From an optimization exercise on the open Yosys and OpenROAD flow, aimed at small area and a short achievable clock period; shortcuts taken in it are not production practice. No functional check of the RTL was part of any run shown here. Power figures rest on the tool's default switching activity, not on a simulated workload.

--- flow/config.mk ---
export PLATFORM = sky130hd
export DESIGN_NAME = wfd
export DESIGN_NICKNAME = wfd
export VERILOG_FILES = /design/flow/design.v
export SDC_FILE = /design/flow/constraint.sdc
export NUM_CORES = 4
export LEC_CHECK = 0
export CAP_MARGIN = 20
export CORE_MARGIN = 2
export CORE_UTILIZATION = 40
export SLEW_MARGIN = 20
export SYNTH_HIERARCHICAL = 1
export BUFFER_PORTS_ARGS = -buffer_cell sky130_fd_sc_hd__buf_2
--- flow/constraint.sdc ---
create_clock -name core_clock -period 12.0 [get_ports {clk}]
set_input_delay 2.4000 -clock core_clock [delete_from_list [all_inputs] [get_ports {clk}]]
set_output_delay 2.4000 -clock core_clock [all_outputs]
set_load 0.01 [all_outputs]
--- flow/design.v ---
module wfd (
    input  wire        clk,
    input  wire        rst,
    input  wire        start,
    input  wire        s_end,
    input  wire        s_valid,
    input  wire [15:0] s_data,
    input  wire [15:0] cfg_vhigh,
    input  wire [15:0] cfg_vlow,
    input  wire        cfg_reverse,
    input  wire        cfg_invert,
    input  wire        cfg_verbose,
    output wire        s_ready,
    output wire        done,
    output wire        err,
    output wire [1:0]  err_code,
    output wire [2:0]  phase,
    output wire        b_valid,
    output wire [7:0]  b_data,
    output wire        sym_valid,
    output wire        sym,
    output wire [15:0] pre_start,
    output wire [15:0] pre_size,
    output wire [15:0] pre_end,
    output wire [15:0] short_dur,
    output wire [15:0] long_dur,
    output wire [15:0] byte_count,
    output wire        diag_sat,
    output wire        start_seen,
    output wire [2:0]  bitcnt,
    output wire [15:0] run
);
    reg [2:0]  ph_q;
    reg        sr_q, dn_q, er_q;       
    reg [1:0]  ec_q;
    reg [15:0] vhx_q, vlx_q;           
    reg        rev_q, inv_q;
    reg [15:0] pst_q, psz_q, pend_q;
    reg        cal_q;                  
    reg [12:0] q11_q;
    reg [3:0]  r11_q;
    reg [14:0] q3_q;
    reg [1:0]  r3_q;
    reg [15:0] run_q;
    reg        ss_q;
    reg [7:0]  acc_q;
    reg [2:0]  bc_q;
    reg [15:0] bcnt_q;
    reg        dsat_q;
    reg        bv_q, sv_q, sy_q;
    reg [7:0]  bd_q;
    wire        gh, lh, gl;
    wire        pst_max, pst_zero, psz_max, run_nz, cal_bad, emit_b, bcnt_max, sum_ov;
    wire        symbol;
    wire [15:0] pst_i, psz_i, pend_c, run_i, bcnt_i;
    wire [12:0] q11_i;
    wire [3:0]  r11_i;
    wire [14:0] q3_i;
    wire [1:0]  r3_i;
    wire [7:0]  acc_e, bd_e;
    wire [2:0]  bc_e;
    wire        clr, a_pst, a_psz1, a_psz2, a_cal1, a_cal2, a_em, a_ems, a_emb, a_run;
    wire        d_sat1, d_sat2, d_sat3;
    wire [9:0]  pe_hl, pe_h, pe_l, pe_0;    
    wire        en_pst, en_psz, en_cal, en_em, en_ems, en_emb, en_run, run_hi;
    wire        sv_n, bv_n, ss_n, dsat_n;
    wire [9:0]  pe_n;
    wfd_cmp u_cmp (
        .s_data(s_data), .vhx(vhx_q), .vlx(vlx_q), .gh(gh), .lh(lh), .gl(gl)
    );
    wfd_late u_late (
        .gh(gh), .lh(lh), .gl(gl), .clr(clr), .a_pst(a_pst), .a_psz1(a_psz1), .a_psz2(a_psz2),
        .a_cal1(a_cal1), .a_cal2(a_cal2), .a_em(a_em), .a_ems(a_ems), .a_emb(a_emb), .a_run(a_run),
        .d_sat1(d_sat1), .d_sat2(d_sat2), .d_sat3(d_sat3), .emit_b(emit_b),
        .ss(ss_q), .dsat(dsat_q),
        .pe_hl(pe_hl), .pe_h(pe_h), .pe_l(pe_l), .pe_0(pe_0),
        .en_pst(en_pst), .en_psz(en_psz), .en_cal(en_cal), .en_em(en_em), .en_ems(en_ems), .en_emb(en_emb),
        .en_run(en_run), .run_hi(run_hi),
        .sv_n(sv_n), .bv_n(bv_n), .ss_n(ss_n), .dsat_n(dsat_n), .pe_n(pe_n)
    );
    function [16:0] inc16;
        input [15:0] x;
        input        cin;
        reg          c;
        integer      k;
        begin
            c = cin;
            for (k = 0; k < 16; k = k + 1) begin
                inc16[k] = x[k] ^ c;
                c = c & x[k];
            end
            inc16[16] = c;
        end
    endfunction
    function [16:0] add16;
        input [15:0] a, b;
        input        cin;
        reg          c;
        integer      k;
        begin
            c = cin;
            for (k = 0; k < 16; k = k + 1) begin
                add16[k] = a[k] ^ b[k] ^ c;
                c = (a[k] & b[k]) | (c & (a[k] ^ b[k]));
            end
            add16[16] = c;
        end
    endfunction
    wire [16:0] pst_c  = inc16(pst_q, 1'b1);
    wire [16:0] psz_c  = inc16(psz_q, 1'b1);
    wire [16:0] run_c  = inc16(run_q, 1'b1);
    wire [16:0] bcnt_c = inc16(bcnt_q, 1'b1);
    assign pst_max  = pst_c[16];
    assign psz_max  = psz_c[16];
    assign bcnt_max = bcnt_c[16];
    assign pst_zero = ~|pst_q;
    assign run_nz   = |run_q;
    assign cal_bad  = ~|q11_q;                           
    assign pst_i    = pst_c[15:0];
    assign psz_i    = psz_c[15:0];
    wire   r11_w    = (r11_q == 4'd10);
    wire [16:0] q11_c = inc16({3'd0, q11_q}, r11_w);
    assign q11_i    = q11_c[12:0];
    assign r11_i    = r11_w ? 4'd0 : {r11_q[3] | (r11_q[2] & r11_q[1] & r11_q[0]),
                                      r11_q[2] ^ (r11_q[1] & r11_q[0]),
                                      r11_q[1] ^ r11_q[0], ~r11_q[0]};
    wire   r3_w     = r3_q[1];                           
    wire [16:0] q3_c = inc16({1'd0, q3_q}, r3_w);
    assign q3_i     = q3_c[14:0];
    assign r3_i     = {r3_q[0], ~r3_q[1] & ~r3_q[0]};
    wire [16:0] end_sum = add16(pst_q, psz_q, 1'b0);
    assign sum_ov   = end_sum[16];
    assign pend_c   = end_sum[15:0] | {16{end_sum[16]}};
    assign run_i    = run_c[15:0] | {16{run_c[16]}};   
    wire [16:0] run4lo = add16({run_q[13:0], 2'b00}, run_q, 1'b0);    
    wire [2:0]  run5hi = {1'b0, run_q[15:14]} + {2'b00, run4lo[16]};
    wire [16:0] run5r  = add16(run4lo[15:0], {14'd0, r3_q}, 1'b0);
    wire        hi_nz  = |run5hi | run5r[16];
    wire [16:0] diff   = add16(run5r[15:0], ~psz_q, 1'b1);
    wire   is_short = ~hi_nz & ~diff[16];
    assign symbol   = ~(is_short ^ rev_q);
    wire   full     = &bc_q;
    assign emit_b   = ss_q & full;
    wire [7:0] acc_s = {acc_q[6:0], symbol};
    wire [7:0] acc_r = {acc_s[0], acc_s[1], acc_s[2], acc_s[3],
                        acc_s[4], acc_s[5], acc_s[6], acc_s[7]};
    assign acc_e    = acc_s;
    assign bd_e     = inv_q ? acc_r : acc_s;
    assign bc_e     = {bc_q[2] ^ (bc_q[1] & bc_q[0]), bc_q[1] ^ bc_q[0], ~bc_q[0]};
    assign bcnt_i   = bcnt_c[15:0] | {16{bcnt_c[16]}};
    localparam [2:0] IDLE = 3'd0, PH1 = 3'd1, PH2 = 3'd2, PH3 = 3'd3,
                     DONE = 3'd4, ERR = 3'd5;
    localparam [1:0] E_NONE = 2'd0, E_CAL = 2'd1, E_INPUT = 2'd2, E_RANGE = 2'd3;
    wire   p1 = (ph_q == PH1);
    wire   p2 = (ph_q == PH2);
    wire   p3 = (ph_q == PH3);
    assign clr = rst | start;
    wire   v  = s_valid & ~clr;
    assign a_pst  = v & p1 & ~pst_max;      
    assign a_psz1 = v & p1;                 
    assign a_psz2 = v & p2 & ~psz_max;      
    assign a_cal1 = v & p1;                 
    assign a_cal2 = v & p2;                 
    assign a_em   = v & p3 & run_nz;        
    assign a_ems  = a_em & ss_q;            
    assign a_emb  = a_em & emit_b;          
    assign a_run  = v & p3;
    assign d_sat1 = v & p1 & pst_max;       
    assign d_sat2 = sum_ov;                 
    assign d_sat3 = emit_b & bcnt_max;      
    function [9:0] nxt;
        input h, l;
        reg [2:0] pn;
        reg [1:0] en;
        reg       do2;
        begin
            pn  = ph_q;
            en  = ec_q;
            do2 = v & (p2 | (p1 & ~h));
            if (v & p1 & h) begin
                pn = PH1;
            end else if (do2) begin
                if (l) begin
                    if (psz_max) begin
                        pn = ERR;
                        en = E_RANGE;
                    end else begin
                        pn = PH2;
                    end
                end else if (cal_bad) begin
                    pn = ERR;
                    en = E_CAL;
                end else begin
                    pn = PH3;
                end
            end
            if (s_end) begin
                case (pn)
                    PH1: begin
                        pn = ERR;
                        en = (pst_zero && !(v & p1 & h)) ? E_INPUT : E_CAL;
                    end
                    PH2: begin
                        pn = ERR;
                        en = E_CAL;
                    end
                    PH3: pn = DONE;
                    default: ;
                endcase
            end
            if (rst) begin
                pn = IDLE;
                en = E_NONE;
            end else if (start) begin
                pn = PH1;
                en = E_NONE;
            end
            nxt = {pn, en, (pn == PH1) | (pn == PH2) | (pn == PH3), pn == DONE, pn == ERR};
        end
    endfunction
    assign pe_hl = nxt(1'b1, 1'b1);
    assign pe_h  = nxt(1'b1, 1'b0);
    assign pe_l  = nxt(1'b0, 1'b1);
    assign pe_0  = nxt(1'b0, 1'b0);
    always @(posedge clk) begin
        {ph_q, ec_q, sr_q, dn_q, er_q} <= pe_n;
        sv_q   <= sv_n;
        bv_q   <= bv_n;
        ss_q   <= ss_n;
        dsat_q <= dsat_n;
        if (en_pst) pst_q <= clr ? 16'd0 : pst_i;
        if (en_psz) begin
            psz_q <= clr ? 16'd0 : psz_i;
            q11_q <= clr ? 13'd0 : q11_i;
            r11_q <= clr ? 4'd0  : r11_i;
            q3_q  <= clr ? 15'd0 : q3_i;
            r3_q  <= clr ? 2'd0  : r3_i;
        end
        if (en_cal) begin
            pend_q <= clr ? 16'd0 : pend_c;
            cal_q  <= ~clr;
        end
        if (en_run) run_q <= run_hi ? run_i : 16'd0;
        if (en_em)  sy_q <= ~clr & symbol;
        if (en_ems) begin
            acc_q  <= clr ? 8'd0 : acc_e;
            bc_q   <= clr ? 3'd0 : bc_e;
        end
        if (en_emb) begin
            bd_q   <= clr ? 8'd0 : bd_e;
            bcnt_q <= clr ? 16'd0 : bcnt_i;
        end
        if (start) begin
            vhx_q <= {~cfg_vhigh[15], cfg_vhigh[14:0]};
            vlx_q <= {~cfg_vlow[15], cfg_vlow[14:0]};
            rev_q <= cfg_reverse;
            inv_q <= cfg_invert;
        end
    end
    assign s_ready    = sr_q;
    assign done       = dn_q;
    assign err        = er_q;
    assign err_code   = ec_q;
    assign phase      = ph_q;
    assign b_valid    = bv_q;
    assign b_data     = bd_q;
    assign sym_valid  = sv_q;
    assign sym        = sy_q;
    assign pre_start  = pst_q;
    assign pre_size   = psz_q;
    assign pre_end    = pend_q;
    assign short_dur  = {3'd0, q11_q & {13{cal_q}}};
    assign long_dur   = {1'd0, q3_q & {15{cal_q}}};
    assign byte_count = bcnt_q;
    assign diag_sat   = dsat_q;
    assign start_seen = ss_q;
    assign bitcnt     = bc_q;
    assign run        = run_q;
endmodule
module wfd_cmp (
    input  wire [15:0] s_data,
    input  wire [15:0] vhx,
    input  wire [15:0] vlx,
    output wire        gh,
    output wire        lh,
    output wire        gl
);
    wire [15:0] sx = {~s_data[15], s_data[14:0]};
    wire        ll;
    wfd_cmp16 u_h (.a(sx), .b(vhx), .g(gh), .l(lh));
    wfd_cmp16 u_l (.a(sx), .b(vlx), .g(gl), .l(ll));
endmodule
module wfd_cmp16 (
    input  wire [15:0] a,
    input  wire [15:0] b,
    output wire        g,
    output wire        l
);
    wire [3:0] g4, l4;
    wfd_cmp4 u0 (.a(a[3:0]),   .b(b[3:0]),   .g(g4[0]), .l(l4[0]));
    wfd_cmp4 u1 (.a(a[7:4]),   .b(b[7:4]),   .g(g4[1]), .l(l4[1]));
    wfd_cmp4 u2 (.a(a[11:8]),  .b(b[11:8]),  .g(g4[2]), .l(l4[2]));
    wfd_cmp4 u3 (.a(a[15:12]), .b(b[15:12]), .g(g4[3]), .l(l4[3]));
    wfd_cmb4 u4 (.gi(g4), .li(l4), .g(g), .l(l));
endmodule
module wfd_cmp4 (
    input  wire [3:0] a,
    input  wire [3:0] b,
    output wire       g,
    output wire       l
);
    wire [3:0] gi = a & ~b;
    wire [3:0] li = ~a & b;
    wfd_cmb4 u (.gi(gi), .li(li), .g(g), .l(l));
endmodule
module wfd_cmb4 (
    input  wire [3:0] gi,
    input  wire [3:0] li,
    output wire       g,
    output wire       l
);
    assign g = gi[3] | (~li[3] & (gi[2] | (~li[2] & (gi[1] | (~li[1] & gi[0])))));
    assign l = li[3] | (~gi[3] & (li[2] | (~gi[2] & (li[1] | (~gi[1] & li[0])))));
endmodule
module wfd_late (
    input  wire       gh, lh, gl, clr,
    input  wire       a_pst, a_psz1, a_psz2, a_cal1, a_cal2, a_em, a_ems, a_emb, a_run,
    input  wire       d_sat1, d_sat2, d_sat3, emit_b, ss, dsat,
    input  wire [9:0] pe_hl, pe_h, pe_l, pe_0,
    output wire       en_pst, en_psz, en_cal, en_em, en_ems, en_emb, en_run, run_hi,
    output wire       sv_n, bv_n, ss_n, dsat_n,
    output wire [9:0] pe_n
);
    wire e_pst = a_pst & ~lh;
    wire e_psz = ~gl & (a_psz2 | (a_psz1 & lh));
    wire e_cal = gl & (a_cal2 | (a_cal1 & lh));
    wire e_em  = a_em & ~gh;
    assign en_pst = e_pst | clr;
    assign en_psz = e_psz | clr;
    assign en_cal = e_cal | clr;
    assign en_em  = e_em | clr;
    assign en_ems = (a_ems & ~gh) | clr;
    assign en_emb = (a_emb & ~gh) | clr;
    assign en_run = a_run | clr;
    assign run_hi = gh & ~clr;
    assign sv_n   = e_em;
    assign bv_n   = e_em & emit_b;
    assign ss_n   = ~clr & (ss | e_em);
    assign dsat_n = ~clr & (dsat | (d_sat1 & ~lh) | (d_sat2 & e_cal) | (d_sat3 & e_em));
    assign pe_n   = lh ? (gl ? pe_0 : pe_l) : (gl ? pe_h : pe_hl);
endmodule
--- flow/flow/run.sh ---
#!/bin/bash
# Standard layout (the standard.sh) with these changes to how it is made:
# - plain buf_2 cells on the input and output ports, instead of the default
#   delay buffers;
# - no mapping of adders to full/half-adder cells before ABC (ADDER_MAP_FILE
#   empty), so ABC maps all of the logic;
# - timing repair that aims for more setup slack than the clock period needs
#   (flow/margin.txt, ns), so that the layout reaches a shorter period.
set -o pipefail
MARGIN=$(cat flow/margin.txt 2>/dev/null || echo 8)
EXTRA=$(cat flow/extra.txt 2>/dev/null || true)
echo 'export BUFFER_PORTS_ARGS = -buffer_cell sky130_fd_sc_hd__buf_2' >> config.mk
bash standard.sh ADDER_MAP_FILE= SETUP_SLACK_MARGIN=$MARGIN $EXTRA finish > standard.log 2>&1
--- flow/flow/margin.txt ---
8
--- flow/standard.sh ---
#!/bin/bash
# synth_recipe.tcl (not shown) runs the flow's synth.tcl, then flattens the netlist and writes it again
# the make line also repeats each setting of config.mk as NAME=value (left out here)
make -C /OpenROAD-flow-scripts/flow DESIGN_CONFIG=/design/flow/config.mk WORK_HOME=/design/flow/orfs CLKGATE_MAP_FILE= SYNTH_SCRIPT=/design/flow/synth_recipe.tcl "${@:-finish}"
==> results of run 1 <==
## cell usage in the layout, fill, tap and decap left out, drive strengths merged, types with 11 or more instances in the layout
cell,n
o31ai,20
maj3,11
or2,14
nand4,17
dfxtp,12
xnor2,82
nand3,30
edfxtp,168
and2b,63
inv,77
nand2b,17
and2,45
and3,26
mux2i,11
nor2,151
nor3,18
a21oi,114
a21o,18
a31oi,11
nor4,12
buf,278
o211ai,11
clkbuf,20
nand2,86
xor2,47
o21ai,36
## flip-flops by register name, summed over array words and instances, names as in the netlist, 4 cells and up
register,count
vlx_q,16
q3_q,15
acc_q,7
bcnt_q,16
psz_q,16
r11_q,4
pst_q,16
run_q,16
bd_q,8
pend_q,16
q11_q,13
vhx_q,16
## routing by layer
metal	GRT usage	vias to the layer above	wire length, µm
li1	-	5076	-
met1	0.2728	4975	14960
met2	0.3256	284	15990
met3	0.03492	37	1645
met4	0.05567	2	549
met5	0	-	13
## path summary, 6_finish.rpt
check	end	slack (ns)	depth (start not counted)
worst min-delay path	acc_q[3]$_SDFFCE_PN0P_	0.58	1
worst min register to register	acc_q[3]$_SDFFCE_PN0P_	0.58	1
worst max register to register	bd_q[7]$_SDFFCE_PN0P_	8.09	12
worst max-delay path	pend_q[6]$_SDFFCE_PN0P_	7.83	13
## metrics by stage
step                      hold slack, ns  power, W    util
after floorplan                   0.5230  0.001041       -
after global placement            0.5560  0.001129  0.4506
after detailed placement          0.5638  0.001137  0.4507
after global routing              0.6132  0.001907  0.5304
final                             0.5844  0.001827  0.5304
after CTS                         0.5764  0.001780  0.5010
## final cells by class
| cell class | count | area (µm²) |
|---|---|---|
| Multi-Input combinational cell | 966 | 6980 |
| Clock buffer | 17 | 425.4 |
| Tap cell | 390 | 488.0 |
| Clock inverter | 15 | 187.7 |
| Sequential cell | 180 | 5285 |
| Timing Repair inverter | 1 | 11.26 |
| Timing Repair Buffer | 283 | 2052 |
| Fill cell | 2748 | 13920 |
| Inverter | 69 | 289.0 |
## report_power, final
part	switching [W]	leakage (nW)	total (W)	internal [W]
clock network	0.000276	0.299	0.000594	0.000318
logic	0.000227	4.14	0.000434	0.000207
registers	0.0000607	1.91	0.000798	0.000738
## timing repair
item                       4_1_cts  5_1_grt
pin swaps                       14       44
setup buffers                   53       30
setup endpoints to repair      255      163
gates cloned                    10        7
resized for setup               54      121
## worst max-delay path, cell delays in order
cell      delay, ns
buf_6          0.08
and2b_2        0.23
inv_1          0.07
a21oi_2        0.05
o31ai_2        0.24
inv_1          0.09
a21oi_2        0.18
o311ai_4       0.11
buf_6          0.15
buf_4          0.13
buf_6          0.13
a21o_4         0.23
a21o_4         0.27
==> impl_metrics.yaml, run 1 <==
finish:
  drive_gt1_frac: 0.3508
  design_area_um2: 15720
  fin_cells: 1921
  diodes: 0
  nets: 1574
  area_growth_pct: 30.24
critical_path:
  cp-start-kind: "primary input"
  worst_setup_path_end_kind: "flip-flop"
  cp.arrival_ns: 4.37
  crit_path_start: "s_data[5]"
  r2r-start: "run_q[1]$_SDFFCE_PN0P_"
  crit_required_ns: 12.19
  timing_worst_setup_path_type: "primary input to flip-flop"
  worstPathMaxFanout: 5
place:
  pre_cts_ws_ns: 6.647
  dp.cells: 1789
  dpl_cell_area_um2: 13360
  portBuffers: 186
  dp_hpwl_um: 20780
  place.gp.congestion: 0.8113
die:
  dieArea_um2: 31580
  die_x_um: 177.7
  ios: 192
  initial_core_util: 0.4072
  chipHeight_um: 177.7
  rows: 63
  core_um2: 29640
cts:
  numCtsBuffers: 17
  cts.htree.levels: 4
  clock_latency_ns: 0.44
  cts_root_buf: "clkbuf_16"
  cts.sinks: 180
  cts_tree: "built"
  clk_pin_slew_worst_paths_ns: 0.08
  cts.path.max_buffers: 2
  ctsHoldBuffers: 0
grt:
  grt_start_max_net_pins: 101
  grt_pass1_vias: 9462
  overflow: 0
  track_usage: 0.1997
  grt_pass1_wl_um: 49920
  antenna_found_initial: 1
pwr:
  power_leakage_nw: 6.354
  p_per_area_nw_per_um2: 116.2
  vdd_drop_max_mv: 0.08203
timing:
  slew_violations: 0
  tightest_slew_ns: 1.144
  finalHoldViolCount: 0
  fmax_mhz: 239.8
  rsz0062_at_grt: "yes"
  min_period_ns: 4.171
  maxSlewHeadroom: 0.2305
  setup_ws_ns: 7.829
  setup_viol: 0
  skew_ns: 0.01620
  tns_ns: 0
  period_share: 0.3476
job:
  maxCapViolations: 0
logic_synthesis:
  synthesis.area_um2: 12070
  yosysWarnings: 7
  avgSynthCellArea_um2: 9.378
  syn_inst: 1287
detailed_routing:
  avgViaCountPerCell: 5.400
  via_count: 10370
  drtAntennaViolNets: 0
  drtIter0Drc: 874
  dr.pass1.iters: 5
  wl_per_cell_um: 17.26
  wl_um: 33150
  drc: 0
worst_hold_path:
  hold_start: "acc_q[2]$_SDFFCE_PN0P_"
  hp-class: "flip-flop to flip-flop"
outcome:
  status: "no timing/DRC/antenna violations"
==> inputs of run 2 (changes only) <==
==> flow/flow/margin.txt (replaced) <==
0
==> impl_metrics.yaml, run 2 <==
pwr:
  vdd_drop_max_mv: 0.07155
  power.total_w: 0.001690
  p_per_area_nw_per_um2: 122.4
  power_leakage_nw: 5.594
cts:
  cts_root_buf: "clkbuf_16"
  postCtsSetupBuffers: 0
  ctsHoldBuffers: 0
  numCtsBuffers: 17
  clock_latency_ns: 0.44
  cts.path.max_buffers: 2
  cts_tree: "built"
  cts_resized: 0
  cts.sinks: 180
  cts.htree.levels: 4
  clk_pin_slew_worst_paths_ns: 0.06
timing:
  finalHoldViolCount: 0
  skew_ns: 0.01188
  period_share: 0.4611
  setup_viol: 0
  tns_ns: 0
  maxSlewHeadroom: 0.2958
  slew_violations: 0
  fmax_mhz: 180.7
  setup_ws_ns: 6.467
  tightest_slew_ns: 1.056
  rsz0062_at_grt: "no"
  min_period_ns: 5.533
detailed_routing:
  drc: 0
  wl_per_cell_um: 15.72
  drtAntennaViolNets: 0
  wl_um: 28630
  dr.pass1.iters: 5
  drtIter0Drc: 857
  avgViaCountPerCell: 5.330
  via_count: 9706
place:
  place.gp.congestion: 0.8914
  dp_hpwl_um: 20780
  pre_cts_ws_ns: 5.976
  portBuffers: 186
grt:
  grt_start_max_net_pins: 101
  overflow: 0
  track_usage: 0.1810
  grt_pass1_vias: 9068
  grt_pass1_wl_um: 45820
  antenna_found_initial: 2
critical_path:
  cp-start-kind: "primary input"
  timing_worst_setup_path_type: "primary input to flip-flop"
  worstPathMaxFanout: 40
  crit_path_start: "start"
  r2r-start: "run_q[0]$_SDFFCE_PN0P_"
  crit_required_ns: 12.30
  worst_setup_path_end_kind: "flip-flop"
  cp.arrival_ns: 5.84
finish:
  layout_commonest_cell: "buf_2"
  area_growth_pct: 14.40
  nets: 1475
  final.fill_count: 2928
  diodes: 0
  drive_gt1_frac: 0.2236
  layout_common_cells: "buf_2 (186), edfxtp_1 (168), nor2_1 (151)"
worst_hold_path:
  hold_start: "ss_q$_DFF_P_"
  hp-class: "flip-flop to flip-flop"
logic_synthesis:
  syn_inst: 1287
  yosysWarnings: 7
  avgSynthCellArea_um2: 9.378
  synthesis.area_um2: 12070
die:
  chipHeight_um: 177.7
  core_um2: 29640
  dieArea_um2: 31580
  initial_core_util: 0.4072
  rows: 63
  ios: 192
  die_x_um: 177.7
outcome:
  status: "no timing/DRC/antenna violations"
job:
  maxCapViolations: 0
==> run 2: cell types whose count changed in the layout (fill, tap and decap cells not counted), sizes merged <==
cell,before,now
bufbuf,2,0
or2,14,13
clkinv,5,6
bufinv,2,3
inv,77,74
buf,278,192
clkbuf,20,17
a21o,18,12
clkinvlp,1,0
==> run 2: through the flow <==
| stage | util | hold slack [ns] | area, µm² | std cells |
|---|---|---|---|---|
| after floorplan | - | 0.5230 | 12080 | 1290 |
| after global placement | 0.4455 | 0.5298 | 13200 | 1789 |
| after detailed placement | 0.4458 | 0.5372 | 13210 | 1790 |
| after CTS | 0.4658 | 0.5483 | 13810 | 1821 |
| after global routing | 0.4658 | 0.5737 | 13810 | 1821 |
| final | 0.4658 | 0.5459 | 13810 | 1821 |
==> run 2: per-layer routing <==
metal / up-vias / part of all wire / track usage / wire [µm]
li1: 4854 / - / - / -
met1: 4590 / 0.46 / 0.2380 / 13270
met2: 228 / 0.47 / 0.2991 / 13410
met3: 30 / 0.052 / 0.04263 / 1477
met4: 4 / 0.016 / 0.04747 / 447
met5: - / 0.00063 / 0 / 18
==> run 2: final cells by class <==
type                       instances  area [µm²]  share of cell area
multi-input combinational        959        6203              0.4493
sequential                       180        5285              0.3828
timing repair buffer             192       975.9             0.07068
tap                              390       488.0             0.03534
clock buffer                      17       425.4             0.03081
inverter                          69       259.0             0.01876
clock inverter                    14       170.2             0.01232
==> run 2: power breakdown <==
group          internal [W]  total, W  switching, W  leakage (nW)
registers          0.000739  0.000809     0.0000699          1.91
clock network      0.000329  0.000577      0.000248         0.296
logic              0.000139  0.000305      0.000166          3.38
total               0.00121   0.00169      0.000484          5.59
==> run 2: path summary, 6_finish.rpt <==
path	end	slack, ns	depth (start not counted)
setup / recovery	sr_q$_DFF_P_	6.47	13
hold / removal	ss_q$_DFF_P_	0.55	2
setup reg to reg	acc_q[0]$_SDFFCE_PN0P_	7.48	11
hold reg to reg	ss_q$_DFF_P_	0.55	2
==> run 2: worst max-delay path, cell delays in order <==
cell and delay, ns:
buf_2 0.07, buf_4 0.40, or2_4 0.41, clkinv_1 0.59, nand2_1 0.29, or2_2 0.23, o21ai_0 0.23, a21o_1 0.24
a21oi_1 0.18, nor2_1 0.13, nor2_1 0.14, nor2_1 0.06, mux4_2 0.45
==> inputs of run 3 (changes only) <==
==> flow/flow/margin.txt (replaced) <==
7
--- a/flow/config.mk
+++ b/flow/config.mk
@@ -5,6 +5,7 @@
 export SDC_FILE = /design/flow/constraint.sdc
 export NUM_CORES = 4
 export LEC_CHECK = 0
+export ABC_AREA = 1
 export CAP_MARGIN = 20
 export CORE_MARGIN = 2
 export CORE_UTILIZATION = 40
==> impl_metrics.yaml, run 3 <==
detailed_routing:
  drtAntennaViolNets: 0
  wl_um: 28310
  avgViaCountPerCell: 4.672
  dr.pass1.iters: 5
  drtIter0Drc: 757
  drc: 0
  wl_per_cell_um: 12.75
  via_count: 10370
timing:
  setup_viol: 0
  skew_ns: 0.01390
  min_period_ns: 4.659
  maxSlewHeadroom: 0.3975
  whs_ns: 0.5131
  rsz0062_at_grt: "no"
  finalHoldViolCount: 0
  slew_violations: 0
  tightest_slew_ns: 0.9037
  tns_ns: 0
  fmax_mhz: 214.6
  period_share: 0.3883
critical_path:
  cp-start-kind: "primary input"
  ff2ff_path_depth: 23
  crit_chain: "buf_12 -> nor2_4 -> buf_12 -> nand4_1 -> nor2_4 -> nor2_2 -> nor2_2 -> nor2_2 -> nand3_1 -> inv_1 -> a31oi_1 -> or2_2 -> a31oi_1 -> nand2_1 -> nor2_1 -> o21ai_0 -> o22ai_1"
  worstPathMaxFanout: 44
  path_depth: 17
  cpMaxStageDelayCell: "or2_2"
  r2r-start: "pst_q[0]$_SDFFCE_PN0P_"
  cp.arrival_ns: 5.01
  crit_family: "simple AND/OR/NAND/NOR gates"
  cp_num_buf_inv: 3
  critPathMaxStageDelay_ns: 0.35
  path_common_cell: "nor2_2"
  r2r_slack_ns: 7.94
  crit_required_ns: 12.35
  worst_setup_path_end_kind: "flip-flop"
  rr_endpoint: "pst_q[12]$_SDFFCE_PN0P_"
  timing_worst_setup_path_type: "primary input to flip-flop"
worst_hold_path:
  hold_start: "ss_q$_DFF_P_"
  min_delay_path_depth: 2
  min_to: "ss_q$_DFF_P_"
  hp-class: "flip-flop to flip-flop"
logic_synthesis:
  syn_inst: 1639
  avgSynthCellArea_um2: 7.132
  yosysWarnings: 7
  synthesis.area_um2: 11690
cts:
  cts.path.max_buffers: 2
  clock_latency_ns: 0.43
  cts.sinks: 180
  ctsHoldBuffers: 0
  cts.htree.levels: 4
  numCtsBuffers: 17
  cts_tree: "built"
  clk_pin_slew_worst_paths_ns: 0.07
  cts_root_buf: "clkbuf_16"
die:
  ios: 192
  initial_core_util: 0.4072
  die_x_um: 174.9
  core_um2: 28700
  chipHeight_um: 174.9
  dieArea_um2: 30610
  rows: 62
grt:
  antenna_found_initial: 3
  grt_start_max_net_pins: 49
  overflow: 0
  grt_pass1_wl_um: 46550
  track_usage: 0.1887
  grt_pass1_vias: 9765
pwr:
  power_leakage_nw: 7.227
  vdd_drop_max_mv: 0.08115
  p_per_area_nw_per_um2: 125.3
  power.total_w: 0.001705
place:
  dp_hpwl_um: 20920
  portBuffers: 186
  place.gp.congestion: 0.8719
  dp.cells: 2183
finish:
  nets: 1877
  area_growth_pct: 16.40
  layout_common_cells: "nand2_1 (430), inv_1 (372), nor2_1 (215)"
  fin_cells: 2220
  drive_gt1_frac: 0.1794
  fin_util: 0.4740
  layout_commonest_cell: "nand2_1"
outcome:
  status: "no timing/DRC/antenna violations"
job:
  maxCapViolations: 0
## run 3: worst max-delay path by stage
stage / start / end / slack (ns)
3_5_place_dp: start / q11_q[4]$_SDFFCE_PN0P_ / 5.61
4_1_cts: start / er_q$_DFF_P_ / 7.02
5_1_grt: start / sr_q$_DFF_P_ / 7.05
2_1_floorplan: start / psz_q[0]$_SDFFCE_PN0P_ / 7.19
3_3_place_gp: start / sr_q$_DFF_P_ / 5.63
6_report: start / er_q$_DFF_P_ / 7.34
## run 3: stage by stage
stage	cell area (µm²)	setup slack, ns
final	13610	7.341
after global routing	13610	7.049
after CTS	13570	7.017
after detailed placement	12940	5.613
after global placement	12940	5.634
after floorplan	11710	7.188
## run 3: tightest hold or removal path, stage by stage, from the launching register on
cell and delay [ns]:
dfxtp_1 0.33, nor2_1 0.10, nor2_1 0.05
## run 3: cell type report
cell class                 count  area (µm²)
timing repair buffer         193        1036
antenna                        2       5.005
clock buffer                  17       425.4
clock inverter                15       138.9
multi-input combinational   1047        4800
tap                          384       480.5
fill                        2941       15100
sequential                   180        5285
inverter                     382        1435
## run 3: where the power goes
| group | leakage [nW] | switching, W | total, W | internal [W] |
|---|---|---|---|---|
| registers | 1.92 | 0.0000513 | 0.000795 | 0.000744 |
| logic | 5.04 | 0.000230 | 0.000359 | 0.000129 |
| clock network | 0.270 | 0.000275 | 0.000551 | 0.000276 |
| total | 7.23 | 0.000557 | 0.00171 | 0.00115 |
## run 3: repair_timing
| action | 4_1_cts | 5_1_grt |
|---|---|---|
| gates cloned | 1 | 0 |
| endpoints found under the setup margin | 115 | 8 |
| hold endpoints to repair | 0 | 0 |
| buffers inserted | 1 | 1 |
| pin swaps | 1 | 1 |
| resized for setup | 7 | 8 |
## run 3: routing by layer
metal  global-route usage  vias to the layer above  wire length, µm
met5                    0                        -               13
li1                     -                     5426                -
met1               0.2469                     4712            12930
met4              0.04931                        2              397
met3              0.03372                       21             1524
met2               0.3225                      210            13450
==> inputs of run 4 (changes only) <==
--- a/flow/config.mk
+++ b/flow/config.mk
@@ -5,7 +5,6 @@
 export SDC_FILE = /design/flow/constraint.sdc
 export NUM_CORES = 4
 export LEC_CHECK = 0
-export ABC_AREA = 1
 export CAP_MARGIN = 20
 export CORE_MARGIN = 2
 export CORE_UTILIZATION = 40
==> impl_metrics.yaml, run 4 <==
outcome:
  status: "no timing/DRC/antenna violations"
timing:
  slew_violations: 0
  setup_viol: 0
  maxSlewHeadroom: 0.2948
  tns_ns: 0
  tightest_slew_ns: 1.058
  rsz0062_at_grt: "yes"
  fmax_mhz: 204.9
  min_period_ns: 4.879
  skew_ns: 0.01182
  finalHoldViolCount: 0
  period_share: 0.4066
  setup_ws_ns: 7.121
logic_synthesis:
  yosysWarnings: 7
  syn_inst: 1287
  synthesis.area_um2: 12070
  avgSynthCellArea_um2: 9.378
grt:
  antenna_found_initial: 1
  grt_start_max_net_pins: 101
  grt_pass1_wl_um: 46600
  overflow: 0
  track_usage: 0.1843
  grt_pass1_vias: 9171
pwr:
  vdd_drop_max_mv: 0.06838
  p_per_area_nw_per_um2: 121.1
  power_leakage_nw: 5.575
detailed_routing:
  drc: 0
  wl_um: 28910
  drtIter0Drc: 809
  wl_per_cell_um: 15.88
  via_count: 9715
  dr.pass1.iters: 4
  drtAntennaViolNets: 0
  avgViaCountPerCell: 5.335
finish:
  fin_cells: 1821
  layout_common_cells: "buf_2 (186), edfxtp_1 (168), nor2_1 (150)"
  drive_gt1_frac: 0.2285
  final.fill_count: 2916
  layout_commonest_cell: "buf_2"
  diodes: 0
  nets: 1474
  area_growth_pct: 14.32
cts:
  cts.sinks: 180
  cts.path.max_buffers: 2
  postCtsSetupBuffers: 0
  numCtsBuffers: 17
  cts_root_buf: "clkbuf_16"
  clk_pin_slew_worst_paths_ns: 0.07
  clock_latency_ns: 0.44
  cts.htree.levels: 4
  cts_tree: "built"
  ctsHoldBuffers: 0
critical_path:
  crit_chain: "buf_2 -> buf_6 -> or2_4 -> buf_4 -> o21bai_4 -> buf_4"
  worst_setup_path_end_kind: "flip-flop"
  cpMaxStageDelayCell: "buf_4"
  path_common_cell: "buf_4"
  cp.arrival_ns: 4.95
  rr_endpoint: "acc_q[0]$_SDFFCE_PN0P_"
  ff2ff_path_depth: 11
  timing_worst_setup_path_type: "primary input to flip-flop"
  cp-start-kind: "primary input"
  critPathMaxStageDelay_ns: 0.87
  r2r-start: "run_q[0]$_SDFFCE_PN0P_"
  r2r_slack_ns: 7.49
  crit_required_ns: 12.07
  worstPathMaxFanout: 100
worst_hold_path:
  hp-class: "flip-flop to flip-flop"
  hold_start: "ss_q$_DFF_P_"
  min_delay_path_depth: 2
  min_to: "ss_q$_DFF_P_"
die:
  rows: 63
  initial_core_util: 0.4072
  core_um2: 29640
  die_x_um: 177.7
  dieArea_um2: 31580
  chipHeight_um: 177.7
  ios: 192
place:
  pre_cts_ws_ns: 6.006
  place.gp.congestion: 0.8662
  portBuffers: 186
  dp.cells: 1789
  dp_hpwl_um: 20740
job:
  maxCapViolations: 0
## run 4: cell types whose count changed in the layout (fill, tap and decap cells not counted), sizes merged, moves of 53 or more
| cell | change |
|---|---|
| nor2 | -92 |
| nand3 | -53 |
| nand2 | -386 |
| xnor2 | +79 |
| and2b | +63 |
| inv | -312 |
## run 4: cell type report
type	count	area, µm²	share of cell area
inverters	69	261.5	0.01895
well taps	390	488.0	0.03537
clock inverters	15	148.9	0.01079
clock buffers	17	425.4	0.03083
repair buffers	191	972.2	0.07046
multi-input cells	959	6216	0.4505
flip-flops and latches	180	5285	0.3831
## run 4: metrics by stage
step / instance area, µm² / utilization / total power, W / hold WS (ns)
3_5_place_dp: 13210 / 0.4457 / 0.001128 / 0.5553
6_report: 13800 / 0.4655 / 0.001671 / 0.5595
5_1_grt: 13800 / 0.4655 / 0.001758 / 0.6248
4_1_cts: 13790 / 0.4653 / 0.001688 / 0.5668
2_1_floorplan: 12090 / - / 0.001030 / 0.5230
3_3_place_gp: 13210 / 0.4456 / 0.001119 / 0.5447
## run 4: report_power, final
| group | internal, W | total, W | switching [W] |
|---|---|---|---|
| sequential | 0.000738 | 0.000809 | 0.0000706 |
| clock | 0.000292 | 0.000559 | 0.000266 |
| combinational | 0.000139 | 0.000304 | 0.000165 |
## run 4: repair_timing
action,4_1_cts,5_1_grt
pin swaps,0,0
setup endpoints to repair,115,95
resized for setup,4,3
gates cloned,0,0
## run 4: how the worst max path moves through the flow
stage               start  depth (start not counted)                      to
global route        start                         14            dn_q$_DFF_P_
floorplan           start                          9  psz_q[0]$_SDFFCE_PN0P_
finish              start                          6  q3_q[10]$_SDFFCE_PN0P_
detailed placement  start                         13            sr_q$_DFF_P_
global placement    start                         13            sr_q$_DFF_P_
CTS                 start                         14            dn_q$_DFF_P_
## run 4: worst max-delay path, delay by kind of cell
| family | cells | cell delay [ns] |
|---|---|---|
| buffers and inverters | 4 | 1.81 |
| and+or+nand+nor | 1 | 0.41 |
| AOI/OAI and AO/OA | 1 | 0.27 |
## run 4: routing by layer
layer  global-route usage  up-vias  wire [µm]
li1                     -     4837          -
met5                    0        -         13
met1               0.2500     4634      13550
met3              0.03449       36       1173
met4              0.05943        2        598
met2               0.2968      206      13580
==> inputs of run 5 (changes only) <==
==> flow/flow/margin.txt (replaced) <==
7.5
--- a/flow/config.mk
+++ b/flow/config.mk
@@ -5,6 +5,7 @@
 export SDC_FILE = /design/flow/constraint.sdc
 export NUM_CORES = 4
 export LEC_CHECK = 0
+export ABC_AREA = 1
 export CAP_MARGIN = 20
 export CORE_MARGIN = 2
 export CORE_UTILIZATION = 40
==> impl_metrics.yaml, run 5 <==
outcome:
  status: "no timing/DRC/antenna violations"
grt:
  grt_start_max_net_pins: 49
  overflow: 0
  grt_pass1_vias: 9727
  track_usage: 0.1899
  grt_pass1_wl_um: 46660
  antenna_found_initial: 2
die:
  initial_core_util: 0.4072
  die_x_um: 174.9
  rows: 62
  ios: 192
  dieArea_um2: 30610
  core_um2: 28700
  chipHeight_um: 174.9
pwr:
  power_leakage_nw: 7.285
  p_per_area_nw_per_um2: 125.9
  power.total_w: 0.001730
  vdd_drop_max_mv: 0.09329
timing:
  finalHoldViolCount: 0
  slew_violations: 0
  skew_ns: 0.01107
  setup_ws_ns: 7.626
  min_period_ns: 4.374
  tns_ns: 0
  setup_viol: 0
  tightest_slew_ns: 0.9054
  rsz0062_at_grt: "yes"
  period_share: 0.3645
  maxSlewHeadroom: 0.3964
  fmax_mhz: 228.6
critical_path:
  cp.arrival_ns: 4.74
  timing_worst_setup_path_type: "primary input to flip-flop"
  cp-start-kind: "primary input"
  worst_setup_path_end_kind: "flip-flop"
  crit_required_ns: 12.37
  worstPathMaxFanout: 37
place:
  dp.cells: 2182
  portBuffers: 186
  place.gp.congestion: 0.8965
  dp_hpwl_um: 21160
  dpl_cell_area_um2: 12950
  pre_cts_ws_ns: 5.837
detailed_routing:
  drtIter0Drc: 716
  wl_per_cell_um: 12.99
  via_count: 10420
  avgViaCountPerCell: 4.686
  drc: 0
  wl_um: 28900
  drtAntennaViolNets: 0
  met2WireLength_um: 13910
  dr.pass1.iters: 5
  drt-met1-wl_um: 12810
  dr_wl_met3_um: 1558
  top_layer: "met4"
finish:
  drive_gt1_frac: 0.1854
  nets: 1882
  layout_commonest_cell: "nand2_1"
  layout_common_cells: "nand2_1 (426), inv_1 (371), nor2_1 (215)"
  final.fill_count: 2932
  fin_cells: 2224
  area_growth_pct: 17.53
  layout.area.seq_um2: 5285
  design_area_um2: 13740
  multi_input_area_um2: 4832
logic_synthesis:
  syn_inst: 1639
  avgSynthCellArea_um2: 7.132
  yosysWarnings: 7
  synthesis.area_um2: 11690
cts:
  cts_root_buf: "clkbuf_16"
  numCtsBuffers: 17
  ctsHoldBuffers: 0
  cts.sinks: 180
  cts_tree: "built"
  clock_latency_ns: 0.43
  cts.htree.levels: 4
  cts.path.max_buffers: 2
  clk_pin_slew_worst_paths_ns: 0.08
worst_hold_path:
  hp-class: "flip-flop to flip-flop"
job:
  maxCapViolations: 0
[run 5: cell types whose count changed in the layout (fill, tap and decap cells not counted), sizes merged, moves of 40 or more]
| cell | previous run | this run |
|---|---|---|
| inv | 75 | 388 |
| nand3 | 30 | 83 |
| nor2 | 151 | 243 |
| and2 | 45 | 0 |
| xor2 | 47 | 7 |
| xnor2 | 82 | 3 |
| o21ai | 36 | 88 |
| nand2 | 86 | 472 |
| and2b | 63 | 0 |
[run 5: cell type report]
cell class / instances / share of cell area
Sequential cell: 180 / 0.3847
Multi-Input combinational cell: 1047 / 0.3517
Inverter: 382 / 0.1045
Timing Repair Buffer: 198 / 0.08124
Tap cell: 384 / 0.03497
Clock buffer: 18 / 0.03124
Clock inverter: 14 / 0.01148
Antenna cell: 1 / 0.0001821
[run 5: routing by layer]
metal	vias up	GRT usage
li1	5435	-
met1	4726	0.2404
met2	225	0.3253
met3	36	0.04091
met4	0	0.05694
met5	-	0
[run 5: repair_timing]
action,in CTS,in global routing
gates resized for setup,12,7
buffers inserted,3,3
pin swaps,3,5
cloned,2,1
endpoints found under the setup margin,158,39
[run 5: path summary, 6_finish.rpt]
path | endpoint | from | slack (ns) | cells after the start
setup reg to reg | pst_q[10]$_SDFFCE_PN0P_ | pst_q[0]$_SDFFCE_PN0P_ | 8.31 | 23
setup / recovery | sr_q$_DFF_P_ | start | 7.63 | 17
hold reg to reg | ss_q$_DFF_P_ | ss_q$_DFF_P_ | 0.52 | 2
hold / removal | ss_q$_DFF_P_ | ss_q$_DFF_P_ | 0.52 | 2
[run 5: metrics by stage]
| stage | hold WS [ns] | util |
|---|---|---|
| after floorplan | 0.5158 | - |
| after global placement | 0.4940 | 0.4510 |
| after detailed placement | 0.5042 | 0.4510 |
| after CTS | 0.5182 | 0.4760 |
| after global routing | 0.5815 | 0.4786 |
| final | 0.5153 | 0.4786 |
[run 5: worst max-delay path, stage by stage]
cell and delay (ns):
buf_12 0.16, nor2_4 0.16, buf_12 0.15, nand4_1 0.19
nor2_4 0.20, nor2_4 0.06, nor2_4 0.15, nor2_2 0.07
nand3_1 0.10, inv_1 0.09, a211oi_1 0.17, o21ai_0 0.14
a21oi_2 0.21, inv_1 0.07, a21oi_1 0.18, nor2_2 0.07
o22ai_2 0.15
[run 5: report_power, final]
group / internal [W] / switching [W] / total, W
logic: 0.000133 / 0.000232 / 0.000366
clock network: 0.000297 / 0.000271 / 0.000568
registers: 0.000744 / 0.0000527 / 0.000796
==> inputs of run 6 (changes only) <==
==> flow/flow/margin.txt (replaced) <==
7.8
==> impl_metrics.yaml, run 6 <==
finish:
  area_growth_pct: 20.31
  layout_common_cells: "nand2_1 (424), inv_1 (368), nor2_1 (212)"
  nets: 1902
  drive_gt1_frac: 0.2033
  layout_commonest_cell: "nand2_1"
  design_area_um2: 14060
pwr:
  vdd_drop_max_mv: 0.07885
  p_per_area_nw_per_um2: 125.9
  power_leakage_nw: 7.441
critical_path:
  ff2ff_path_depth: 23
  path_common_cell: "nor2_4"
  crit_chain: "buf_16 -> nor2_4 -> buf_12 -> nand4_1 -> nor2_4 -> nor2_4 -> nor2_4 -> nor2_4 -> nand3_2 -> inv_2 -> a211oi_2 -> o21ai_1 -> a21oi_2 -> buf_4 -> nor2_1 -> nor2_1 -> o22ai_1"
  critPathMaxStageDelay_ns: 0.21
  cp.arrival_ns: 4.43
  worstPathMaxFanout: 7
  timing_worst_setup_path_type: "primary input to flip-flop"
  worst_setup_path_end_kind: "flip-flop"
  cpMaxStageDelayCell: "a21oi_2"
  cp-start-kind: "primary input"
  crit_required_ns: 12.33
detailed_routing:
  drtAntennaViolNets: 0
  drc: 0
  wl_um: 29430
  dr.pass1.iters: 5
  drtIter0Drc: 603
  avgViaCountPerCell: 4.657
  wl_per_cell_um: 13.12
  via_count: 10450
worst_hold_path:
  min_delay_path_depth: 2
  hp-class: "flip-flop to flip-flop"
cts:
  numCtsBuffers: 17
  clk_pin_slew_worst_paths_ns: 0.08
  cts_root_buf: "clkbuf_16"
  cts.htree.levels: 4
  ctsHoldBuffers: 0
  cts.sinks: 180
  clock_latency_ns: 0.44
  cts.path.max_buffers: 2
  cts_tree: "built"
die:
  rows: 62
  core_um2: 28700
  dieArea_um2: 30610
  initial_core_util: 0.4072
  ios: 192
  die_x_um: 174.9
  chipHeight_um: 174.9
timing:
  rsz0062_at_grt: "no"
  fmax_mhz: 243.5
  tightest_slew_ns: 0.6505
  whs_ns: 0.5057
  tns_ns: 0
  period_share: 0.3422
  finalHoldViolCount: 0
  min_period_ns: 4.106
  maxSlewHeadroom: 0.5623
  slew_violations: 0
  setup_viol: 0
  skew_ns: 0.01041
place:
  dpl_cell_area_um2: 12970
  place.gp.congestion: 0.8845
  portBuffers: 186
  dp_hpwl_um: 21020
grt:
  grt_pass1_wl_um: 47600
  grt_pass1_vias: 9772
  track_usage: 0.1953
  grt_start_max_net_pins: 49
  overflow: 0
  antenna_found_initial: 1
logic_synthesis:
  avgSynthCellArea_um2: 7.132
  synthesis.area_um2: 11690
  yosysWarnings: 7
  syn_inst: 1639
outcome:
  status: "no timing/DRC/antenna violations"
job:
  maxCapViolations: 0
-- run 6: changes by cell type in the layout (fill, tap and decap cells not counted), moves of 5 or more --
cell	change
a21oi_2	+5
buf_4	+16
nand2_4	+5
a21oi_1	-5
-- run 6: path summary, 6_finish.rpt --
kind,start,endpoint,slack (ns)
worst max-delay path,start,dn_q$_DFF_P_,7.89
worst min-delay path,ss_q$_DFF_P_,ss_q$_DFF_P_,0.51
worst max register to register,pst_q[0]$_SDFFCE_PN0P_,pst_q[9]$_SDFFCE_PN0P_,8.32
worst min register to register,ss_q$_DFF_P_,ss_q$_DFF_P_,0.51
-- run 6: where the power goes --
group	internal, W	switching, W
combinational	0.000147	0.000245
clock	0.000315	0.000270
sequential	0.000744	0.0000505
total	0.00121	0.000566
-- run 6: layer usage --
metal	wire length (µm)	vias up	track usage
met2	14150	234	0.3363
met4	414	0	0.05035
met1	13140	4705	0.2476
met5	0	-	0
met3	1736	22	0.04460
li1	-	5489	-
-- run 6: layout make-up --
class	instances	area [µm²]
diodes	1	2.502
clock buffers	18	429.2
clock inverters	14	165.2
fillers	2913	14640
inverters	382	1435
multi-input cells	1047	4932
flip-flops and latches	180	5285
well taps	384	480.5
repair buffers	218	1333
-- run 6: timing repair --
item	4_1_cts	5_1_grt
gates cloned	4	0
pin swaps	7	20
endpoints found under the setup margin	170	127
setup buffers	7	18
hold endpoints to repair	0	0
gates resized for setup	19	30
-- run 6: stage by stage --
step,total power [W],setup WS [ns],util,std cells
after detailed placement,0.001166,5.822,0.4518,2182
after floorplan,0.001054,7.506,-,1642
final,0.001771,7.894,0.4899,2244
after global placement,0.001163,5.887,0.4518,2182
after CTS,0.001773,7.801,0.4817,2225
after global routing,0.001871,7.767,0.4898,2243
-- run 6: critical path, delay by kind of cell --
family | cells | cell delay (ns)
compound gates | 4 | 0.62
buf+inv | 4 | 0.44
simple gates | 9 | 0.99
==> inputs of run 7 (changes only) <==
--- a/flow/design.v
+++ b/flow/design.v
@@ -148,12 +148,88 @@
     assign bd_e     = inv_q ? acc_r : acc_s;
     assign bc_e     = {bc_q[2] ^ (bc_q[1] & bc_q[0]), bc_q[1] ^ bc_q[0], ~bc_q[0]};
     assign bcnt_i   = bcnt_c[15:0] | {16{bcnt_c[16]}};
+    wfd_early u_early (
+        .rst(rst), .start(start), .s_end(s_end), .s_valid(s_valid),
+        .ph(ph_q), .ec(ec_q), .ss(ss_q),
+        .pst_max(pst_max), .pst_zero(pst_zero), .psz_max(psz_max), .run_nz(run_nz),
+        .cal_bad(cal_bad), .emit_b(emit_b), .bcnt_max(bcnt_max), .sum_ov(sum_ov),
+        .clr(clr), .a_pst(a_pst), .a_psz1(a_psz1), .a_psz2(a_psz2),
+        .a_cal1(a_cal1), .a_cal2(a_cal2), .a_em(a_em), .a_ems(a_ems), .a_emb(a_emb),
+        .a_run(a_run), .d_sat1(d_sat1), .d_sat2(d_sat2), .d_sat3(d_sat3),
+        .pe_hl(pe_hl), .pe_h(pe_h), .pe_l(pe_l), .pe_0(pe_0)
+    );
+    always @(posedge clk) begin
+        {ph_q, ec_q, sr_q, dn_q, er_q} <= pe_n;
+        sv_q   <= sv_n;
+        bv_q   <= bv_n;
+        ss_q   <= ss_n;
+        dsat_q <= dsat_n;
+        if (en_pst) pst_q <= clr ? 16'd0 : pst_i;
+        if (en_psz) begin
+            psz_q <= clr ? 16'd0 : psz_i;
+            q11_q <= clr ? 13'd0 : q11_i;
+            r11_q <= clr ? 4'd0  : r11_i;
+            q3_q  <= clr ? 15'd0 : q3_i;
+            r3_q  <= clr ? 2'd0  : r3_i;
+        end
+        if (en_cal) begin
+            pend_q <= clr ? 16'd0 : pend_c;
+            cal_q  <= ~clr;
+        end
+        if (en_run) run_q <= run_hi ? run_i : 16'd0;
+        if (en_em)  sy_q <= ~clr & symbol;
+        if (en_ems) begin
+            acc_q  <= clr ? 8'd0 : acc_e;
+            bc_q   <= clr ? 3'd0 : bc_e;
+        end
+        if (en_emb) begin
+            bd_q   <= clr ? 8'd0 : bd_e;
+            bcnt_q <= clr ? 16'd0 : bcnt_i;
+        end
+        if (start) begin
+            vhx_q <= {~cfg_vhigh[15], cfg_vhigh[14:0]};
+            vlx_q <= {~cfg_vlow[15], cfg_vlow[14:0]};
+            rev_q <= cfg_reverse;
+            inv_q <= cfg_invert;
+        end
+    end
+    assign s_ready    = sr_q;
+    assign done       = dn_q;
+    assign err        = er_q;
+    assign err_code   = ec_q;
+    assign phase      = ph_q;
+    assign b_valid    = bv_q;
+    assign b_data     = bd_q;
+    assign sym_valid  = sv_q;
+    assign sym        = sy_q;
+    assign pre_start  = pst_q;
+    assign pre_size   = psz_q;
+    assign pre_end    = pend_q;
+    assign short_dur  = {3'd0, q11_q & {13{cal_q}}};
+    assign long_dur   = {1'd0, q3_q & {15{cal_q}}};
+    assign byte_count = bcnt_q;
+    assign diag_sat   = dsat_q;
+    assign start_seen = ss_q;
+    assign bitcnt     = bc_q;
+    assign run        = run_q;
+endmodule
+module wfd_early (
+    input  wire       rst, start, s_end, s_valid,
+    input  wire [2:0] ph,
+    input  wire [1:0] ec,
+    input  wire       ss,
+    input  wire       pst_max, pst_zero, psz_max, run_nz, cal_bad, emit_b, bcnt_max, sum_ov,
+    output wire       clr,
+    output wire       a_pst, a_psz1, a_psz2, a_cal1, a_cal2, a_em, a_ems, a_emb, a_run,
+    output wire       d_sat1, d_sat2, d_sat3,
+    output wire [9:0] pe_hl, pe_h, pe_l, pe_0
+);
     localparam [2:0] IDLE = 3'd0, PH1 = 3'd1, PH2 = 3'd2, PH3 = 3'd3,
                      DONE = 3'd4, ERR = 3'd5;
     localparam [1:0] E_NONE = 2'd0, E_CAL = 2'd1, E_INPUT = 2'd2, E_RANGE = 2'd3;
-    wire   p1 = (ph_q == PH1);
-    wire   p2 = (ph_q == PH2);
-    wire   p3 = (ph_q == PH3);
+    wire   p1 = (ph == PH1);
+    wire   p2 = (ph == PH2);
+    wire   p3 = (ph == PH3);
     assign clr = rst | start;
     wire   v  = s_valid & ~clr;
     assign a_pst  = v & p1 & ~pst_max;      
@@ -162,7 +238,7 @@
     assign a_cal1 = v & p1;                 
     assign a_cal2 = v & p2;                 
     assign a_em   = v & p3 & run_nz;        
-    assign a_ems  = a_em & ss_q;            
+    assign a_ems  = a_em & ss;             
     assign a_emb  = a_em & emit_b;          
     assign a_run  = v & p3;
     assign d_sat1 = v & p1 & pst_max;       
@@ -174,8 +250,8 @@
         reg [1:0] en;
         reg       do2;
         begin
-            pn  = ph_q;
-            en  = ec_q;
+            pn  = ph;
+            en  = ec;
             do2 = v & (p2 | (p1 & ~h));
             if (v & p1 & h) begin
                 pn = PH1;
@@ -222,60 +298,6 @@
     assign pe_h  = nxt(1'b1, 1'b0);
     assign pe_l  = nxt(1'b0, 1'b1);
     assign pe_0  = nxt(1'b0, 1'b0);
-    always @(posedge clk) begin
-        {ph_q, ec_q, sr_q, dn_q, er_q} <= pe_n;
-        sv_q   <= sv_n;
-        bv_q   <= bv_n;
-        ss_q   <= ss_n;
-        dsat_q <= dsat_n;
-        if (en_pst) pst_q <= clr ? 16'd0 : pst_i;
-        if (en_psz) begin
-            psz_q <= clr ? 16'd0 : psz_i;
-            q11_q <= clr ? 13'd0 : q11_i;
-            r11_q <= clr ? 4'd0  : r11_i;
-            q3_q  <= clr ? 15'd0 : q3_i;
-            r3_q  <= clr ? 2'd0  : r3_i;
-        end
-        if (en_cal) begin
-            pend_q <= clr ? 16'd0 : pend_c;
-            cal_q  <= ~clr;
-        end
-        if (en_run) run_q <= run_hi ? run_i : 16'd0;
-        if (en_em)  sy_q <= ~clr & symbol;
-        if (en_ems) begin
-            acc_q  <= clr ? 8'd0 : acc_e;
-            bc_q   <= clr ? 3'd0 : bc_e;
-        end
-        if (en_emb) begin
-            bd_q   <= clr ? 8'd0 : bd_e;
-            bcnt_q <= clr ? 16'd0 : bcnt_i;
-        end
-        if (start) begin
-            vhx_q <= {~cfg_vhigh[15], cfg_vhigh[14:0]};
-            vlx_q <= {~cfg_vlow[15], cfg_vlow[14:0]};
-            rev_q <= cfg_reverse;
-            inv_q <= cfg_invert;
-        end
-    end
-    assign s_ready    = sr_q;
-    assign done       = dn_q;
-    assign err        = er_q;
-    assign err_code   = ec_q;
-    assign phase      = ph_q;
-    assign b_valid    = bv_q;
-    assign b_data     = bd_q;
-    assign sym_valid  = sv_q;
-    assign sym        = sy_q;
-    assign pre_start  = pst_q;
-    assign pre_size   = psz_q;
-    assign pre_end    = pend_q;
-    assign short_dur  = {3'd0, q11_q & {13{cal_q}}};
-    assign long_dur   = {1'd0, q3_q & {15{cal_q}}};
-    assign byte_count = bcnt_q;
-    assign diag_sat   = dsat_q;
-    assign start_seen = ss_q;
-    assign bitcnt     = bc_q;
-    assign run        = run_q;
 endmodule
 module wfd_cmp (
     input  wire [15:0] s_data,
==> flow/flow/margin.txt (replaced) <==
8.0
==> impl_metrics.yaml, run 7 <==
pwr:
  p_per_area_nw_per_um2: 122.0
  p_clk_frac: 0.315
  power.share.switching: 0.3216
  seq_power_share: 0.455
  p_switching_w: 0.0005584
  power_leakage_nw: 7.529
  intPower_w: 0.001178
  comb_power_share: 0.230
  vdd_drop_max_mv: 0.07097
finish:
  final.fill_count: 2935
  diodes: 0
  layout_common_cells: "nand2_1 (394), inv_1 (336), nor2_1 (229)"
  fin_cells: 2238
  nets: 1897
  layout.area.seq_um2: 5285
  fin_util: 0.4931
  multi_input_area_um2: 5110
  layout_commonest_cell: "nand2_1"
  drive_gt1_frac: 0.2352
  design_area_um2: 14230
  area_growth_pct: 20.43
timing:
  tightest_slew_ns: 1.096
  finalHoldViolCount: 0
  maxSlewHeadroom: 0.2628
  fmax_mhz: 253.9
  rsz0062_at_grt: "yes"
  setup_viol: 0
  period_share: 0.3282
  min_period_ns: 3.938
  setup_ws_ns: 8.062
  slew_violations: 0
  skew_ns: 0.01438
  tns_ns: 0
detailed_routing:
  drtAntennaViolNets: 0
  drc: 0
  dr.pass1.iters: 5
  avgViaCountPerCell: 4.634
  via_count: 10370
  wl_per_cell_um: 13.14
  wl_um: 29420
  drtIter0Drc: 702
critical_path:
  cp-start-kind: "primary input"
  crit_required_ns: 12.15
  worstPathMaxFanout: 38
  cp.arrival_ns: 4.09
  timing_worst_setup_path_type: "primary input to flip-flop"
  worst_setup_path_end_kind: "flip-flop"
cts:
  ctsHoldBuffers: 0
  clk_pin_slew_worst_paths_ns: 0.07
  cts.sinks: 180
  numCtsBuffers: 17
  cts_tree: "built"
  cts.path.max_buffers: 2
  cts_root_buf: "clkbuf_16"
  cts.htree.levels: 4
  clock_latency_ns: 0.43
worst_hold_path:
  hp-class: "flip-flop to flip-flop"
die:
  die_x_um: 175.9
  ios: 192
  core_um2: 28860
  dieArea_um2: 30930
  chipHeight_um: 175.9
  initial_core_util: 0.4095
  rows: 62
grt:
  antenna_found_initial: 0
  grt_start_max_net_pins: 43
  track_usage: 0.1899
  grt_pass1_wl_um: 46970
  grt_pass1_vias: 9717
  overflow: 0
logic_synthesis:
  syn_inst: 1628
  avgSynthCellArea_um2: 7.258
  synthesis.area_um2: 11820
  yosysWarnings: 8
place:
  pre_cts_ws_ns: 6.367
  dpl_cell_area_um2: 13080
  dp_hpwl_um: 21170
  dp.cells: 2173
  portBuffers: 186
  place.gp.congestion: 0.8575
outcome:
  status: "no timing/DRC/antenna violations"
job:
  maxCapViolations: 0
run 7: critical path, stage by stage:
cell	delay, ns
buf_2	0.10
buf_12	0.24
inv_1	0.14
nand2_4	0.23
buf_12	0.23
inv_1	0.25
o21ai_4	0.14
buf_12	0.17
clkbuf_16	0.17
run 7: what timing repair did:
action	in CTS	in global routing
pin swaps	2	23
setup endpoints to repair	230	153
buffers inserted	8	17
resized for setup	19	50
cloned	2	6
run 7: final timing paths:
path	startpoint	end	slack [ns]	depth (start not counted)
max	start	q3_q[3]$_SDFFCE_PP0P_	8.06	9
min	ss_q$_DFF_P_	ss_q$_DFF_P_	0.53	2
max reg2reg	psz_q[0]$_SDFFCE_PP0P_	er_q$_DFF_P_	8.25	30
min reg2reg	ss_q$_DFF_P_	ss_q$_DFF_P_	0.53	2
run 7: cell type report:
cell class	count	share of cell area
repair buffers	221	0.09619
clock inverters	13	0.008793
flip-flops and latches	180	0.3714
clock buffers	19	0.03042
repair inverters	1	0.0003517
multi-input cells	1046	0.3591
inverters	374	0.09997
well taps	384	0.03376
run 7: stage by stage:
step	hold WS, ns	total power, W
final	0.5265	0.001736
after global routing	0.5463	0.001834
after CTS	0.5275	0.001733
after detailed placement	0.5140	0.001173
after global placement	0.5081	0.001168
after floorplan	0.5204	0.001061
run 7: routing by layer:
layer	vias up	wire, µm	global-route usage
met1	4665	13200	0.2388
met3	28	1360	0.03745
met4	0	588	0.05888
met5	-	0	0
li1	5454	-	-
met2	224	14270	0.3291
run 7: power by group through the flow:
stage	sequential, W	clock [W]	combinational, W
3_5_place_dp	0.000806	0	0.000366
2_1_floorplan	0.000807	0	0.000253
5_1_grt	0.000798	0.000585	0.000451
6_report	0.000790	0.000547	0.000399
4_1_cts	0.000790	0.000563	0.000380
3_3_place_gp	0.000806	0	0.000362
==> inputs of run 8 (changes only) <==
==> flow/flow/margin.txt (replaced) <==
7.6
==> impl_metrics.yaml, run 8 <==
die:
  die_x_um: 175.9
  initial_core_util: 0.4095
  rows: 62
  dieArea_um2: 30930
  ios: 192
  core_um2: 28860
  chipHeight_um: 175.9
cts:
  clock_latency_ns: 0.44
  clk_pin_slew_worst_paths_ns: 0.07
  cts_root_buf: "clkbuf_16"
  numCtsBuffers: 17
  cts.sinks: 180
  cts.htree.levels: 4
  ctsHoldBuffers: 0
  cts.path.max_buffers: 2
  cts_tree: "built"
timing:
  finalHoldViolCount: 0
  fmax_mhz: 235.9
  period_share: 0.3533
  tightest_slew_ns: 1.079
  skew_ns: 0.01315
  min_period_ns: 4.239
  tns_ns: 0
  setup_viol: 0
  rsz0062_at_grt: "yes"
  slew_violations: 0
  maxSlewHeadroom: 0.2738
logic_synthesis:
  syn_inst: 1628
  synthesis.area_um2: 11820
  yosysWarnings: 8
  avgSynthCellArea_um2: 7.258
detailed_routing:
  avgViaCountPerCell: 4.637
  drc: 0
  via_count: 10290
  wl_um: 28400
  drtAntennaViolNets: 0
  drtIter0Drc: 703
  dr.pass1.iters: 5
  wl_per_cell_um: 12.80
finish:
  layout_commonest_cell: "nand2_1"
  layout.area.seq_um2: 5285
  final.fill_count: 2921
  fin_cells: 2218
  multi_input_area_um2: 5005
  drive_gt1_frac: 0.2159
  layout_common_cells: "nand2_1 (403), inv_1 (342), nor2_1 (234)"
  fin_util: 0.4806
  diodes: 0
  area_growth_pct: 17.37
  nets: 1877
place:
  dp.cells: 2173
  place.gp.congestion: 0.8682
  dp_hpwl_um: 21300
  portBuffers: 186
critical_path:
  cp.arrival_ns: 4.32
  timing_worst_setup_path_type: "primary input to flip-flop"
  worst_setup_path_end_kind: "flip-flop"
  cp-start-kind: "primary input"
  worstPathMaxFanout: 39
  crit_required_ns: 12.08
pwr:
  power_leakage_nw: 7.358
  vdd_drop_max_mv: 0.09220
  p_per_area_nw_per_um2: 125.7
grt:
  grt_start_max_net_pins: 46
  grt_pass1_wl_um: 46180
  overflow: 0
  grt_pass1_vias: 9580
  antenna_found_initial: 0
  track_usage: 0.1862
job:
  maxCapViolations: 0
worst_hold_path:
  hp-class: "flip-flop to flip-flop"
outcome:
  status: "no timing/DRC/antenna violations"
==> run 8: power breakdown <==
part	switching (W)	internal, W	total (W)
Clock	0.000264	0.000313	0.000577
Sequential	0.0000479	0.000744	0.000792
Combinational	0.000243	0.000131	0.000374
Total	0.000555	0.00119	0.00174
==> run 8: layout make-up <==
cell class,count,share of cell area
Tap cell,384,0.03464
Inverter,374,0.1024
Timing Repair Buffer,202,0.07795
Multi-Input combinational cell,1045,0.3609
Clock buffer,17,0.03067
Clock inverter,15,0.01200
Timing Repair inverter,1,0.0003609
Sequential cell,180,0.3811
==> run 8: worst paths after layout <==
kind | from | endpoint | slack, ns | depth (start not counted)
hold reg to reg | ss_q$_DFF_P_ | ss_q$_DFF_P_ | 0.53 | 2
setup / recovery | start | pend_q[12]$_SDFFCE_PP0P_ | 7.76 | 7
setup reg to reg | psz_q[0]$_SDFFCE_PP0P_ | dn_q$_DFF_P_ | 8.03 | 32
hold / removal | ss_q$_DFF_P_ | ss_q$_DFF_P_ | 0.53 | 2
==> run 8: timing repair <==
action,CTS,global route
cloned,1,0
endpoints found under the setup margin,193,145
pin swaps,0,2
resized for setup,13,14
setup buffers,0,12
==> run 8: critical path, stage by stage <==
cell      delay (ns)
buf_2           0.08
clkbuf_8        0.32
inv_1           0.22
nand2_8         0.25
buf_8           0.32
inv_1           0.25
nand2_2         0.43
==> run 8: per-layer routing <==
layer / up-vias / global-route usage / wire length (µm)
met5: - / 0 / 0
met4: 0 / 0.04408 / 362
met3: 19 / 0.04069 / 1367
met2: 207 / 0.3289 / 13810
met1: 4649 / 0.2317 / 12860
li1: 5410 / - / -
==> run 8: metrics by stage <==
stage | power, W | hold WS [ns] | setup slack (ns) | area, µm²
final | 0.001743 | 0.5272 | 7.761 | 13870
after global routing | 0.001840 | 0.5820 | 7.556 | 13870
after CTS | 0.001753 | 0.5272 | 7.643 | 13720
after detailed placement | 0.001172 | 0.5110 | 6.200 | 13070
after global placement | 0.001168 | 0.5028 | 6.241 | 13070
after floorplan | 0.001061 | 0.5204 | 7.517 | 11870

## separate check: timing with driven ports
Ports are ideal in the flow. The routed layouts listed here were re-timed in OpenROAD. Step 1, drivers: a clkbuf_16 drives clk and a buf_2 each remaining input, both assumed. Step 2 moves the port delays by t, midway between the first and last clock arrival at a register: inputs arrive t later, outputs are due t later. That takes back most of the time a late clock gives input paths. Three values: ideal ports, drivers, drivers and shift; two values: the first two.
| run | t (ns) | setup slack, ns | worst hold slack (ns) | worst setup path at the end |
|---|---|---|---|---|
| run 1 | 0.484 | 7.829 / 7.833 / 7.349 | 0.584 / 0.584 / 0.584 | input to register |
| run 2 | 0.476 | 6.467 / 6.491 / 6.015 | 0.546 / 0.546 / 0.546 | input to register |
| run 3 | 0.468 | 7.341 / 7.328 / 6.860 | 0.513 / 0.513 / 0.513 | input to register |
| run 4 | 0.476 | 7.121 / 7.146 / 6.670 | 0.560 / 0.560 / 0.560 | input to register |
| run 5 | 0.479 | 7.626 / 7.627 / 7.148 | 0.515 / 0.515 / 0.515 | input to register |
| run 6 | 0.480 | 7.894 / 7.851 / 7.371 | 0.506 / 0.506 / 0.506 | input to register |
| run 7 | 0.476 | 8.062 / 8.090 / 7.614 | 0.526 / 0.526 / 0.526 | input to register |
| run 8 | 0.482 | 7.761 / 7.789 / 7.307 | 0.527 / 0.527 / 0.527 | input to register |
After both steps every run listed still meets setup and hold. For run 6, which loses most, drivers alone change the setup slack by -0.043 ns; drivers and shift together by -0.523 ns.
